Source: an optimization exercise on an open RTL-to-GDS flow (aim: a short achievable clock period). Production flows keep margins and buffers that such runs may drop. No driver is modelled on the clock port, so clock power and skew are understated where the tree is cut down; a real chip needs a root buffer or a tree. Power figures rest on the tool's default switching activity, not on a simulated workload.

==> 08-04 <==
Design ts0710_codec, start of the top module:
module ts0710_codec (
    input  wire        clk,
    input  wire        rst,           
    input  wire        compat,        
    input  wire        stat_clr,      
    input  wire        rx_valid,
    input  wire [7:0]  rx_data,
    input  wire        rx_flush,      
    output wire        rx_code_valid,
    output wire [3:0]  rx_code,
    output wire [7:0]  frm_addr,
    output wire [7:0]  frm_ctrl,
    output wire [15:0] frm_len,
    output wire [7:0]  frm_fcs,
    output wire        pay_valid,
    output wire [7:0]  pay_data,
    output wire        in_frame,
    output wire [15:0] acc_len,
    input  wire        tx_start,
    input  wire [7:0]  tx_addr,
    input  wire [7:0]  tx_ctrl,
    input  wire [15:0] tx_len,
    output wire        tx_ready,
    input  wire        tx_pl_valid,
    input  wire [7:0]  tx_pl_data,
    output wire        tx_pl_ready,
    output wire        tx_valid,
    output wire [7:0]  tx_data,
    output reg  [31:0] cnt_ok,
    output reg  [31:0] cnt_framing,
    output reg  [31:0] cnt_checksum,
    output reg  [31:0] cnt_overflow,
    output reg  [3:0]  err_flags      
);
export LEC_CHECK = 0
export ABC_CLOCK_PERIOD_IN_PS = 1000
export CAP_MARGIN = 20
export CORE_MARGIN = 2
export CORE_UTILIZATION = 40
export SETUP_SLACK_MARGIN = 3.6
export SLEW_MARGIN = 20
export SYNTH_HIERARCHICAL = 1
export SYNTH_MINIMUM_KEEP_SIZE = 0
export TNS_END_PERCENT = 100
create_clock -name core_clock -period 5.5 [get_ports {clk}]
standard.sh (not shown) runs the stock make flow with config.mk's settings and CLKGATE_MAP_FILE= SYNTH_SCRIPT=/design/flow/synth_recipe.tcl, a recipe that flattens the netlist after the stock synthesis.
==> flow/flow/run.sh <==
#!/bin/bash
# Layout flow: the standard ORFS flow, with the clock tree built by
# flow/cts_tree.tcl (a balanced tree of two inverting stages) in place of TritonCTS.
set -euo pipefail
here=$(pwd)
export PRE_CTS_TCL="$here/flow/cts_tree.tcl"
bash standard.sh > "$here/standard_flow.log" 2>&1
Other scripts of this flow, unchanged in this note and not shown: flow/flow/cts_tree.tcl
==> inputs of 01-27, as changes to 08-04 <==
--- a/flow/design.v
+++ b/flow/design.v
@@ -142,15 +142,16 @@
             end else begin : gn
                 assign accm5[gi] = accp1[gi] ^ (mbw[gi/4] & ~(|accp1[gi-1:gi-gi%4]));
             end
         end
     endgenerate
     wire        idle    = ~live | flush;
     wire        ovf     = at_cap & ~nf & ~flush;
-    wire        cmpl_c   = ~rst & live & ge;            
+    wire        cmpl_c   = live & ge;                   
+    wire        ev_gate  = ~rst & rx_valid & ~flush;    
     wire        adv      = post & ~ge & ~remnz;     
     wire        ovf_nf   = at_cap & ~nf;            
     wire [6:0]  flg_c1, flg_c0, flg;
     genvar cp;
     generate
         for (cp = 0; cp < 2; cp = cp + 1) begin : g_cp
             wire       c      = (cp == 1);
@@ -168,15 +169,14 @@
                 assign flg_c0 = v;
             end
         end
     endgenerate
     ts0710_fsel #(.W(7)) u_csel (.s(compat), .a(flg_c1), .b(flg_c0), .y(flg));
     localparam NXW = 34;
     wire [NXW-1:0] nx_f1, nx_f0, nx_h, nx_f1c, nx_f0c, nx_hc, nx;
-    wire [15:0]    na_f1, na_f0, na_h, na_f1c, na_f0c, na_hc, na;
     genvar fl, fs;
     generate
         for (fs = 0; fs < 2; fs = fs + 1) begin : g_fs
             wire idle_x = (fs == 1) ? 1'b1 : ~live;
             wire ovf_x  = (fs == 1) ? 1'b0 : ovf_nf;
             for (fl = 0; fl < 2; fl = fl + 1) begin : g_nx
                 wire        f     = (fl == 1);
@@ -197,51 +197,43 @@
                 wire        ex_n  = ~start & (adv | (ex & ~ge));
                 wire        lv_n  = in_n & ~(~idle_x & accp1_cap);
                 wire [NXW-1:0] v  = {f ? flgx : nfl,
                                      in_n, al_n, a0_n, is1_n,
                                      ph1_n, ph2_n, ph3_n, ph4_n, pst_n, ge_n, ex_n, lv_n};
                 if (fs == 0 && fl == 1) begin : g01
                     assign nx_f1 = v;
-                    assign na_f1 = ~al_n;
                 end else if (fs == 0) begin : g00
                     assign nx_f0 = v;
-                    assign na_f0 = ~al_n;
                 end else if (fl == 1) begin : g11
                     assign nx_f1c = v;
-                    assign na_f1c = ~al_n;
                 end else begin : g10
                     assign nx_f0c = v;
-                    assign na_f0c = ~al_n;
                 end
             end
         end
     endgenerate
     wire        in_h = ~rst & ~nf;
     assign nx_h  = {7'd0, in_h, rst ? 16'd0 : ~nacc, accp1[0], is1,
                     ph1, ph2, ph3, ph4, post, ge, ex, in_h & ~at_cap};
     assign nx_hc = {7'd0, 1'b0, 16'd0, accp1[0], is1,
                     ph1, ph2, ph3, ph4, post, ge, ex, 1'b0};
-    assign na_h  = rst ? 16'hFFFF : nacc;
-    assign na_hc = 16'hFFFF;
     ts0710_vfsel #(.W(4)) u_vsel7 (.d(rx_data), .v(rx_valid), .fl(flush), .a(nx_f1[33:30]), .b(nx_f0[33:30]), .h(nx_h[33:30]), .ac(nx_f1c[33:30]), .bc(nx_f0c[33:30]), .hc(nx_hc[33:30]), .y(nx[33:30]));
     ts0710_vfsel #(.W(4)) u_vsel6 (.d(rx_data), .v(rx_valid), .fl(flush), .a(nx_f1[29:26]), .b(nx_f0[29:26]), .h(nx_h[29:26]), .ac(nx_f1c[29:26]), .bc(nx_f0c[29:26]), .hc(nx_hc[29:26]), .y(nx[29:26]));
     ts0710_vfsel #(.W(4)) u_vsel5 (.d(rx_data), .v(rx_valid), .fl(flush), .a(nx_f1[25:22]), .b(nx_f0[25:22]), .h(nx_h[25:22]), .ac(nx_f1c[25:22]), .bc(nx_f0c[25:22]), .hc(nx_hc[25:22]), .y(nx[25:22]));
     ts0710_vfsel #(.W(4)) u_vsel4 (.d(rx_data), .v(rx_valid), .fl(flush), .a(nx_f1[21:18]), .b(nx_f0[21:18]), .h(nx_h[21:18]), .ac(nx_f1c[21:18]), .bc(nx_f0c[21:18]), .hc(nx_hc[21:18]), .y(nx[21:18]));
     ts0710_vfsel #(.W(4)) u_vsel3 (.d(rx_data), .v(rx_valid), .fl(flush), .a(nx_f1[17:14]), .b(nx_f0[17:14]), .h(nx_h[17:14]), .ac(nx_f1c[17:14]), .bc(nx_f0c[17:14]), .hc(nx_hc[17:14]), .y(nx[17:14]));
     ts0710_vfsel #(.W(4)) u_vsel2 (.d(rx_data), .v(rx_valid), .fl(flush), .a(nx_f1[13:10]), .b(nx_f0[13:10]), .h(nx_h[13:10]), .ac(nx_f1c[13:10]), .bc(nx_f0c[13:10]), .hc(nx_hc[13:10]), .y(nx[13:10]));
     ts0710_vfsel #(.W(5)) u_vsel1 (.d(rx_data), .v(rx_valid), .fl(flush), .a(nx_f1[9:5]),   .b(nx_f0[9:5]),   .h(nx_h[9:5]),   .ac(nx_f1c[9:5]),   .bc(nx_f0c[9:5]),   .hc(nx_hc[9:5]),   .y(nx[9:5]));
-    ts0710_vfsel #(.W(4)) u_nsel3 (.d(rx_data), .v(rx_valid), .fl(flush), .a(na_f1[15:12]), .b(na_f0[15:12]), .h(na_h[15:12]), .ac(na_f1c[15:12]), .bc(na_f0c[15:12]), .hc(na_hc[15:12]), .y(na[15:12]));
-    ts0710_vfsel #(.W(4)) u_nsel2 (.d(rx_data), .v(rx_valid), .fl(flush), .a(na_f1[11:8]),  .b(na_f0[11:8]),  .h(na_h[11:8]),  .ac(na_f1c[11:8]),  .bc(na_f0c[11:8]),  .hc(na_hc[11:8]),  .y(na[11:8]));
-    ts0710_vfsel #(.W(4)) u_nsel1 (.d(rx_data), .v(rx_valid), .fl(flush), .a(na_f1[7:4]),   .b(na_f0[7:4]),   .h(na_h[7:4]),   .ac(na_f1c[7:4]),   .bc(na_f0c[7:4]),   .hc(na_hc[7:4]),   .y(na[7:4]));
-    ts0710_vfsel #(.W(4)) u_nsel0 (.d(rx_data), .v(rx_valid), .fl(flush), .a(na_f1[3:0]),   .b(na_f0[3:0]),   .h(na_h[3:0]),   .ac(na_f1c[3:0]),   .bc(na_f0c[3:0]),   .hc(na_hc[3:0]),   .y(na[3:0]));
     ts0710_vfsel #(.W(5)) u_vsel0 (.d(rx_data), .v(rx_valid), .fl(flush), .a(nx_f1[4:0]),   .b(nx_f0[4:0]),   .h(nx_h[4:0]),   .ac(nx_f1c[4:0]),   .bc(nx_f0c[4:0]),   .hc(nx_hc[4:0]),   .y(nx[4:0]));
     always @(posedge clk) begin
         {code, in_frame, acc_len} <= {nx[33:30], nx[26:10]};
-        nacc     <= na;
-        {ev_ok, ev_bad, ev_csum} <= nx[29:27];
+        nacc     <= ~nx[25:10];
+        ev_ok    <= nx[29] & ev_gate;
+        ev_bad   <= nx[28] & ev_gate;
+        ev_csum  <= nx[27] & ev_gate;
         nf       <= ~nx[26];
         live     <= nx[0];
         accp1_lo <= nx[9];
         {is1, ph1, ph2, ph3, ph4, post, ge, ex} <= nx[8:1];
     end
     always @(posedge clk) begin
         if (rst) begin
==> comparison <==
- 08-04 passed the timing, design-rule and antenna checks. 01-27 completed without violations.
- Against 08-04, the critical path depth of 01-27 is lower by 2.
- Combinational power is about the same in 01-27 and 08-04.
- Clock power is about the same in 08-04 and 01-27.
- In 08-04 the utilization is lower than in 01-27, by 0.22 points.
- Of 01-27 and 08-04, 08-04 has the higher sequential power (gap about 0.8%, measured against 08-04).
- Of 01-27 and 08-04, 08-04 has the higher synthesized cell count (gap 6.5%, measured against 08-04).
- Against 01-27, the final area of 08-04 is larger by about 4%.
- Area after synthesis: 08-04 is larger than 01-27 (about 5%).
==> figures <==
| item | 08-04 | 01-27 |
|---|---|---|
| Run status | complete, no violations | complete, no violations |
| Detailed-route via count | 22244 | 20745 |
| Worst hold-check slack | 344 ps | 333 ps |
| Post-Place Cells | 4000 | 3718 |
| Fraction of area in multi-input gates | 41.5% | 40.1% |
| Reg power frac | 57.0% | 57.1% |
| Wire length the detailed router placed on met1 | 33600 µm | 31400 µm |
| Combinational power | 1.76 mW | 1.73 mW |
| Mux cell area share after synthesis | 5.45% | 4.93% |
| Area post-placement | 31600 µm² | 30200 µm² |
| Clock skew after layout | 56.2 ps | 37.7 ps |
| Startpoint of the most critical setup path | rst | rx_data[1] |
| DRC marker count from the first detailed-route iteration | 1505 | 1385 |
| Switching power as a share of total power | 32.4% | 32.2% |
| Chip Width | 267 µm | 261 µm |
| Compound-gate portion of the synthesized area | 10.6% | 9.30% |
| Post-Synthesis Cell Area | 27800 µm² | 26400 µm² |
Function was not checked in any run of this note: the RTL went through the layout flow alone. No run of this note takes its clock network from TritonCTS; it comes from the design's own scripts or RTL.

==> afterwards: timing with drivers on the ports <==
In the flow no input, the clock included, has a driving cell. The finished layouts below were timed again as built, in two steps. Step 1, drivers: a clkbuf_16 drives clk and a buf_2 each remaining input, both assumed. Step 2 also shifts input and output timing later by t, the mid clock arrival at the registers, as if the neighbouring blocks saw the same clock. a / b / c = ideal / step 1 / step 2; a / b = the first two.
run	shift t [ns]	setup slack, ns	worst hold slack (ns)	worst setup path at the end	slew at the worst register clock pin (ns)
08-04	0.532	3.230 / 3.349 / 2.831	0.344 / 0.345 / 0.345	input to register	0.09 / 0.09
01-27	0.529	3.375 / 3.352 / 2.954	0.333 / 0.334 / 0.334	input to register	0.08 / 0.09
After both steps setup and hold are still met in every run listed. For 01-27, which loses most, drivers alone change the setup slack by -0.023 ns; drivers and shift together by -0.421 ns.
